Background: an optimization exercise with open tools, aiming at small area and a short achievable clock period. Do not read the settings as production practice.
In this exercise RTL edits were held to simulation tests only and were not proved equivalent to the original.
Power figures rest on the tool's default switching activity, not on a simulated workload.

alpha:
## r10k_sched
module r10k_sched (
    input  logic        clk,
    input  logic        rst,           
    input  logic [7:0]  n_insts,       
    output logic [7:0]  prog_addr,     
    input  logic [31:0] prog_data0,    
    input  logic [31:0] prog_data1,    
    output logic [1:0]  status,        
    output logic [15:0] cycle,
    output logic [1:0]  fetch_v,
    output logic [15:0] fetch_idx,
    output logic [1:0]  decode_v,
    output logic [15:0] decode_idx,
    output logic [1:0]  dispatch_v,
    output logic [15:0] dispatch_idx,
    output logic [1:0]  issue_v,
    output logic [15:0] issue_idx,
    output logic [1:0]  execute_v,
    output logic [15:0] execute_idx,
    output logic [1:0]  complete_v,
    output logic [15:0] complete_idx,
    output logic [1:0]  retire_v,
    output logic [15:0] retire_idx
);
  localparam logic [1:0] ST_RUN = 2'd0, ST_DONE = 2'd1, ST_ABORT = 2'd2;
  localparam int DECW = 17;
  logic [7:0]             fp, nd, nr;
  logic [1:0]             fq_len, dq_len;
  logic [4:0]             rob_cnt;
  logic [4:0]             flc;                  
  logic [1:0][DECW-1:0]   fq, dq;
  logic [15:0]            rob_done, rob_dv;
  ...
Size: about 2500 cells after synthesis, roughly 25000 µm² of cells after synthesis.
clock: 11.0 ns
lec_check: 0
cap_margin: 20
core_margin: 2
core_utilization: 40
cts_cluster_diameter: 100
cts_cluster_size: 20
slew_margin: 20
standard.sh (not shown) runs the stock make flow with config.mk's settings and CLKGATE_MAP_FILE= SYNTH_SCRIPT=/design/flow/synth_recipe.tcl, a recipe that flattens the netlist after the stock synthesis.
==> flow/flow/run.sh <==
#!/bin/bash
# The standard layout (the standard.sh, standard synthesis unchanged), with two changes to
# how the layout is optimised, not to what it is measured against:
#  - the port buffers are plain buffers (buf_2) instead of the default delay-style cell;
#  - the setup repair aims for more slack than the standard margin, and may change a cell's
#    footprint when it resizes.
# make's full output goes to flow.log here; ORFS's per-step logs stay under orfs/logs.
set -euo pipefail
bash standard.sh "BUFFER_PORTS_ARGS=-buffer_cell sky130_fd_sc_hd__buf_2" \
  SETUP_SLACK_MARGIN=7 MATCH_CELL_FOOTPRINT=0 finish > flow.log 2>&1
What beta does differently from alpha at the input level:
-- flow/design.v --
<<< alpha, line 46
  logic [1:0]             status_r;
  logic [6:0][1:0]        ev_v;                 
  logic [1:0][7:0]        ev_iss_idx, ev_cmp_idx;
  logic [3:0][3:0]        rs_slot;
  logic [1:0][3:0]        cq_slot;
>>> beta, line 46
  logic [1:0]             status_r;
  logic [6:0][1:0]        ev_v;                 
  logic [1:0][7:0]        ev_cmp_idx;
  logic [3:0][3:0]        rs_slot;
  logic [1:0][3:0]        cq_slot;
<<< alpha, line 336
    ev_cmp_idx[0] <= c0 ? cq_idx[0] : cq_idx[1];
    ev_cmp_idx[1] <= cq_idx[1];
    ev_iss_idx[0] <= rs_idx[sel0];
    ev_iss_idx[1] <= rs_idx[sel1];
    ev_io_idx[0] <= {fp1, fp};
    ev_io_idx[1] <= dq_len[1] ? {nd + 8'd3, nd2} : dq_len[0] ? {nd2, nd1} : {nd1, nd};
>>> beta, line 336
    ev_cmp_idx[0] <= c0 ? cq_idx[0] : cq_idx[1];
    ev_cmp_idx[1] <= cq_idx[1];
    ev_io_idx[0] <= {fp1, fp};
    ev_io_idx[1] <= dq_len[1] ? {nd + 8'd3, nd2} : dq_len[0] ? {nd2, nd1} : {nd1, nd};
<<< alpha, line 343
    ev_io_idx[3] <= {nr1, nr};
  end
  wire [7:0] exe_idx0 = (cq_len[1] && ev_v[4] == 2'b01) ? cq_idx[1] : cq_idx[0];
  assign prog_addr = fp;
>>> beta, line 341
    ev_io_idx[3] <= {nr1, nr};
  end
  wire [1:0] iss_k0   = (xq_len[1] && ev_v[3] == 2'b01) ? xq_k[1] : xq_k[0];
  wire [7:0] exe_idx0 = (cq_len[1] && ev_v[4] == 2'b01) ? cq_idx[1] : cq_idx[0];
  assign prog_addr = fp;
<<< alpha, line 351
  assign dispatch_v = ev_v[2];  assign dispatch_idx = ev_io_idx[2];
  assign issue_v    = ev_v[3];
  assign issue_idx  = ev_iss_idx;
  assign execute_v  = ev_v[4];
  assign execute_idx  = {cq_idx[1], exe_idx0};
>>> beta, line 350
  assign dispatch_v = ev_v[2];  assign dispatch_idx = ev_io_idx[2];
  assign issue_v    = ev_v[3];
  assign issue_idx  = {rs_idx[xq_k[1]], rs_idx[iss_k0]};
  assign execute_v  = ev_v[4];
  assign execute_idx  = {cq_idx[1], exe_idx0};
Results
- beta did not stop at any stage, and its layout met the timing, DRC and antenna checks.
- Changes observed in beta relative to alpha: synthesized area fell 1.4%, number of cells in the finished layout apart from fillers fell 51, worst setup slack after layout fell 0.48 ns, adder-cell share of the synthesized area about even.
- Sort alpha and beta by clock power share, ascending, and beta comes first.
- beta vs alpha, worst-path cell with the longest stage delay: sky130_fd_sc_hd__mux2i_4 vs sky130_fd_sc_hd__dfxtp_4
- met1 track utilization from global routing in beta is 1.9 points above alpha.
- alpha has a lower cell area than beta.
- beta ends up with a number of cell instances on the worst register-to-register path that is 1 higher than in alpha.
- Sort alpha and beta by wire length of the first global-routing pass, ascending, and alpha comes first.
- beta vs. alpha: non-clock buffer instance count of the final layout went up by 22%.

---

RTL: one of the versions met above, not the one the previous note started from.
Size in the first run: ~2500 cells after synthesis, about 400 flip-flops, about 0.025 mm² of cells after synthesis.
==> flow/config.mk <==
export PLATFORM = sky130hd
export DESIGN_NAME = r10k_sched
export DESIGN_NICKNAME = r10k_sched
export VERILOG_FILES = /design/flow/design.v
export SDC_FILE = /design/flow/constraint.sdc
export NUM_CORES = 4
export LEC_CHECK = 0
export CAP_MARGIN = 20
export CORE_MARGIN = 2
export CORE_UTILIZATION = 40
export CTS_CLUSTER_DIAMETER = 100
export CTS_CLUSTER_SIZE = 20
export SLEW_MARGIN = 20
==> flow/constraint.sdc <==
create_clock -name core_clock -period 11.0 [get_ports {clk}]
set_input_delay 2.2000 -clock core_clock [delete_from_list [all_inputs] [get_ports {clk}]]
set_output_delay 2.2000 -clock core_clock [all_outputs]
set_load 0.01 [all_outputs]
==> flow/flow/run.sh <==
#!/bin/bash
# The standard layout (the standard.sh, standard synthesis unchanged), with two changes to
# how the layout is optimised, not to what it is measured against:
#  - the port buffers are plain buffers (buf_2) instead of the default delay-style cell;
#  - the setup repair aims for more slack than the standard margin, and may change a cell's
#    footprint when it resizes.
# make's full output goes to flow.log here; ORFS's per-step logs stay under orfs/logs.
set -euo pipefail
bash standard.sh "BUFFER_PORTS_ARGS=-buffer_cell sky130_fd_sc_hd__buf_2" \
  SETUP_SLACK_MARGIN=6.5 MATCH_CELL_FOOTPRINT=0 finish > flow.log 2>&1
The first run went through all stages and came out clean.
Change:
--- a/flow/design.v
+++ b/flow/design.v
@@ -40,17 +40,17 @@
   logic [1:0]             cq_len;
   logic [1:0][3:0]        cq_d;
   logic [1:0][7:0]        cq_idx;
   logic [1:0]             cq_lat;               
   logic [1:0]             cq_wait;
   logic [15:0]            cycle_r;
   logic [1:0]             status_r;
   logic [6:0][1:0]        ev_v;                 
-  logic [1:0][7:0]        ev_cmp_idx;
+  logic [1:0][7:0]        ev_iss_idx, ev_cmp_idx;
   logic [3:0][3:0]        rs_slot;
   logic [1:0][3:0]        cq_slot;
   always_comb begin
     for (int q = 0; q < 4; q++) rs_slot[q] = rs_idx[q][3:0];
     for (int j = 0; j < 2; j++) cq_slot[j] = cq_idx[j][3:0];
   end
   logic [3:0][1:0][7:0]   ev_io_idx;            
   wire run = (status_r == ST_RUN);
@@ -330,29 +330,30 @@
       cq_idx[1] <= ex_idx0;      cq_wait[1] <= xq_k[0][1];
       cq_d[1] <= rs_d[xq_k[0]];  cq_lat[1] <= rs_lat_k[xq_k[0]];
     end else begin
       cq_idx[1] <= ex_idx1;      cq_wait[1] <= xq_k[1][1];
       cq_d[1] <= rs_d[xq_k[1]];  cq_lat[1] <= rs_lat_k[xq_k[1]];
     end
     ev_cmp_idx[0] <= c0 ? cq_idx[0] : cq_idx[1];
     ev_cmp_idx[1] <= cq_idx[1];
+    ev_iss_idx[0] <= rs_idx[sel0];
+    ev_iss_idx[1] <= rs_idx[sel1];
     ev_io_idx[0] <= {fp1, fp};
     ev_io_idx[1] <= dq_len[1] ? {nd + 8'd3, nd2} : dq_len[0] ? {nd2, nd1} : {nd1, nd};
     ev_io_idx[2] <= {nd1, nd};
     ev_io_idx[3] <= {nr1, nr};
   end
-  wire [1:0] iss_k0   = (xq_len[1] && ev_v[3] == 2'b01) ? xq_k[1] : xq_k[0];
   wire [7:0] exe_idx0 = (cq_len[1] && ev_v[4] == 2'b01) ? cq_idx[1] : cq_idx[0];
   assign prog_addr = fp;
   assign status    = status_r;
   assign cycle     = cycle_r;
   assign fetch_v    = ev_v[0];  assign fetch_idx    = ev_io_idx[0];
   assign decode_v   = ev_v[1];  assign decode_idx   = ev_io_idx[1];
   assign dispatch_v = ev_v[2];  assign dispatch_idx = ev_io_idx[2];
   assign issue_v    = ev_v[3];
-  assign issue_idx  = {rs_idx[xq_k[1]], rs_idx[iss_k0]};
+  assign issue_idx  = ev_iss_idx;
   assign execute_v  = ev_v[4];
   assign execute_idx  = {cq_idx[1], exe_idx0};
   assign complete_v = ev_v[5];
   assign complete_idx = ev_cmp_idx;
   assign retire_v   = ev_v[6];  assign retire_idx   = ev_io_idx[3];
 endmodule
After rerunning: Power is higher by 5.4%. Design area stays flat. Wire length shrinks by about 0.9%. Utilization is lower by 0.73 points. Worst setup slack gets better by 94 ps.

-- what the ideal ports hide --
No port has a modelled driver above. Below, the same layouts with a new extraction and two added sets of constraints. Step 1 assumes that a clkbuf_16 drives the clock port and a buf_2 every other input. Step 2, shift: input delay + t, output delay - t, t = (earliest + latest rising clock arrival at the registers) / 2. This alone moves slack from input paths to output paths. Three values: ideal ports, drivers, drivers and shift; two values: the first two.
run | t (ns) | setup WS [ns] | hold WS [ns]
alpha | 0.669 | 7.044 / 6.980 / 6.511 | 0.440 / 0.440 / 0.440
beta | 0.653 | 6.567 / 6.503 / 6.413 | 0.434 / 0.434 / 0.434
the first run of note 2 | 0.655 | 6.490 / 6.427 / 6.162 | 0.427 / 0.427 / 0.427
the second run of note 2 | 0.643 | 6.584 / 6.584 / 6.121 | 0.425 / 0.425 / 0.425
After both steps setup and hold are still met in every run listed. For alpha, which loses most, drivers alone change the setup slack by -0.064 ns; drivers and shift together by -0.533 ns.
